Source: an optimization exercise on an open RTL-to-GDS flow (aim: small area, a short achievable clock period and few clock cycles per item). Production flows keep margins and buffers that such runs may drop. Only simulation tests tie the RTL to the original design; equivalence was not proved.

## v6
// phaser_core
module phaser_core (
    input  wire        clk,
    input  wire        rst,
    input  wire        cfg_we,
    input  wire [2:0]  cfg_addr,
    input  wire [15:0] cfg_data,
    input  wire        s_valid,
    output wire        s_ready,
    input  wire        s_ch,
    input  wire [15:0] s_x,
    output reg         o_valid,
    output reg  [15:0] o_y
);
    localparam signed [21:0] MIX = 22'sd741343;
    localparam signed [17:0] TH0 = 18'sd6863;
    function signed [23:0] add24;
        input signed [23:0] a;
        input signed [23:0] b;
        reg signed [24:0] s;
        begin
            s = {a[23], a} + {b[23], b};
            if (s[24] != s[23]) add24 = s[24] ? 24'sh800000 : 24'sh7fffff;
            else                add24 = s[23:0];
        end
    endfunction
    function signed [23:0] sub24;
        input signed [23:0] a;
        input signed [23:0] b;
        reg signed [24:0] s;
        begin
            s = {a[23], a} - {b[23], b};
            if (s[24] != s[23]) sub24 = s[24] ? 24'sh800000 : 24'sh7fffff;
            else                sub24 = s[23:0];
        end
    endfunction
    function [38:0] dstep;           
        input [20:0] r;
        input [17:0] l;
        input [20:0] d;
        reg   [21:0] r2;
        reg   [22:0] df;
        begin
            r2 = {r, l[17]};
  ...
Size in the first run: ~1000 flip-flops, about 58 I/O pins.
clock: 25.0 ns
lec_check: 0
cap_margin: 20
core_margin: 2
core_utilization: 55
cts_buf_list: sky130_fd_sc_hd__clkbuf_8
place_density: 0.7
slew_margin: 20
run.sh (not shown) runs the stock make flow with config.mk's settings and CLKGATE_MAP_FILE= SYNTH_SCRIPT=/design/flow/synth_recipe.tcl, a recipe that flattens the netlist after the stock synthesis.
No stage failed in v6, and the final checks on the layout all came back clean.
Testbench counts of v6, summed over its fixed seeds: cycles 14,648, items 1,600.
diff inputs: v6 => v7
==> flow/flow/run.sh (new file) <==
#!/bin/bash
# The standard layout, with ORFS's timing repair asked to leave 15 ns of setup
# slack at the design's 25 ns clock, so that it sizes the datapath for speed.
# The clock, the constraints and every other setting are the standard flow's own.
set -euo pipefail
bash standard.sh SETUP_SLACK_MARGIN=15 finish > standard_flow.log 2>&1
==> flow/standard.sh (new file) <==
#!/bin/bash
# synth_recipe.tcl (not shown) runs the flow's synth.tcl, then flattens the netlist and writes it again
# the make line also repeats each setting of config.mk as NAME=value (left out here)
make -C /OpenROAD-flow-scripts/flow DESIGN_CONFIG=/design/flow/config.mk WORK_HOME=/design/flow/orfs CLKGATE_MAP_FILE= SYNTH_SCRIPT=/design/flow/synth_recipe.tcl "${@:-finish}"
--- a/flow/config.mk
+++ b/flow/config.mk
@@ -9,5 +9,4 @@
 export CORE_MARGIN = 2
-export CORE_UTILIZATION = 55
-export CTS_BUF_LIST = sky130_fd_sc_hd__clkbuf_8
-export PLACE_DENSITY = 0.7
+export CORE_UTILIZATION = 40
+export PLACE_DENSITY = 0.6
 export SLEW_MARGIN = 20
removed: flow/run.sh
--- outcome ---
Number of placed instances, taps included (v7 / v6): 1.07. Against v6, v7 comes in 14 mm lower on routed wire length. Between v7 and v6, number of cells on the worst reg-to-reg path is lower for v6, v7 comes in above that.

the reference run:
phaser_core, a different RTL version from the one above (not shown whole).
Size in the first run: roughly 13,000 cells after synthesis, about 1,000 flip-flops, roughly 58 I/O pins.
Design phaser_core, start of the top module:
module phaser_core (
    input  wire        clk,
    input  wire        rst,
    input  wire        cfg_we,
    input  wire [2:0]  cfg_addr,
    input  wire [15:0] cfg_data,
    input  wire        s_valid,
    output wire        s_ready,
    input  wire        s_ch,
    input  wire [15:0] s_x,
    output reg         o_valid,
    output reg  [15:0] o_y
);
    localparam signed [21:0] MIX = 22'sd741343;
    localparam signed [17:0] TH0 = 18'sd6863;
    function signed [23:0] add24;
        input signed [23:0] a;
        input signed [23:0] b;
        reg signed [24:0] s;
        begin
            s = {a[23], a} + {b[23], b};
            if (s[24] != s[23]) add24 = s[24] ? 24'sh800000 : 24'sh7fffff;
            else                add24 = s[23:0];
        end
    endfunction
    function signed [23:0] sub24;
        input signed [23:0] a;
        input signed [23:0] b;
        reg signed [24:0] s;
        begin
            s = {a[23], a} - {b[23], b};
            if (s[24] != s[23]) sub24 = s[24] ? 24'sh800000 : 24'sh7fffff;
            else                sub24 = s[23:0];
        end
    endfunction
    function [38:0] dstep;           
        input [20:0] r;
        input [17:0] l;
        input [20:0] d;
        reg   [21:0] r2;
        reg   [22:0] df;
        begin
            r2 = {r, l[17]};
            df = {1'b0, r2} - {2'b00, d};
            if (!df[22]) dstep = {df[20:0], l[16:0], 1'b1};
            else         dstep = {r2[20:0], l[16:0], 1'b0};
        end
    endfunction
    function [41:0] astep;           
        input [20:0] r;
        input [20:0] l;
        input [20:0] d;
        reg   [21:0] r2;
        reg   [22:0] df;
        begin
            r2 = {r, l[20]};
            df = {1'b0, r2} - {2'b00, d};
  ...
export LEC_CHECK = 0
export CAP_MARGIN = 20
export CORE_MARGIN = 2
export CORE_UTILIZATION = 55
export CTS_BUF_LIST = sky130_fd_sc_hd__clkbuf_8
export PLACE_DENSITY = 0.7
export SLEW_MARGIN = 20
create_clock -name core_clock -period 25.0 [get_ports {clk}]
standard.sh (not shown) runs the stock make flow with config.mk's settings and CLKGATE_MAP_FILE= SYNTH_SCRIPT=/design/flow/synth_recipe.tcl, a recipe that flattens the netlist after the stock synthesis.
==> flow/flow/run.sh <==
#!/bin/bash
# The standard layout, with ORFS's timing repair asked to leave 15 ns of setup
# slack at the design's 25 ns clock, so that it sizes the datapath for speed.
# The clock, the constraints and every other setting are the standard flow's own.
set -euo pipefail
bash standard.sh SETUP_SLACK_MARGIN=15 finish > standard_flow.log 2>&1
Testbench counts of the reference run, summed over its fixed seeds: cycles 14,648, items 1,600.
Here is what was changed in the inputs of the trial run compared with the reference run.
# the reference run
export LEC_CHECK = 0
export CAP_MARGIN = 20
export CORE_MARGIN = 2
export CORE_UTILIZATION = 55
export CTS_BUF_LIST = sky130_fd_sc_hd__clkbuf_8
export PLACE_DENSITY = 0.7
export SLEW_MARGIN = 20
create_clock -name core_clock -period 25.0 [get_ports {clk}]
# the trial run
export LEC_CHECK = 0
export CAP_MARGIN = 20
export CORE_MARGIN = 2
export CORE_UTILIZATION = 40
export CTS_BUF_LIST = sky130_fd_sc_hd__clkbuf_8
export PLACE_DENSITY = 0.6
export SLEW_MARGIN = 20
create_clock -name core_clock -period 25.0 [get_ports {clk}]
Findings:
Having completed the whole flow, the trial run delivered a layout that passed the timing, design-rule and antenna checks. The trial run vs. the reference run: net count of the finished layout down about 0.4%; met3 routing resource usage after global routing down 3.2 points. The trial run: layout overhead on the synthesized area is 0.76 points higher than what the reference run reported.

[static timing again, ports no longer ideal]
How much do the figures lean on ideal ports? The routed layouts below were timed once more, with nothing changed but the port constraints.
Step 1, drivers: a clkbuf_16 drives clk and a buf_2 each remaining input, both assumed.
Step 2, shift: input delay + t, output delay - t, t = (earliest + latest rising clock arrival at the registers) / 2. This alone moves slack from input paths to output paths.
Three values: ideal ports, drivers, drivers and shift; two values: the first two.
run | t, ns | setup slack, ns | worst hold slack (ns) | worst setup path after step 2
v6 | 1.034 | 11.396 / 11.396 / 11.396 | 0.406 / 0.406 / 0.406 | register to register
v7 | 0.831 | 14.190 / 14.190 / 14.190 | 0.310 / 0.310 / 0.310 | register to register
the reference run | 1.043 | 13.892 / 13.892 / 13.892 | 0.404 / 0.404 / 0.404 | register to register
the trial run | 0.964 | 14.013 / 14.013 / 14.013 | 0.408 / 0.408 / 0.408 | register to register
After both steps setup and hold are still met in every run listed.
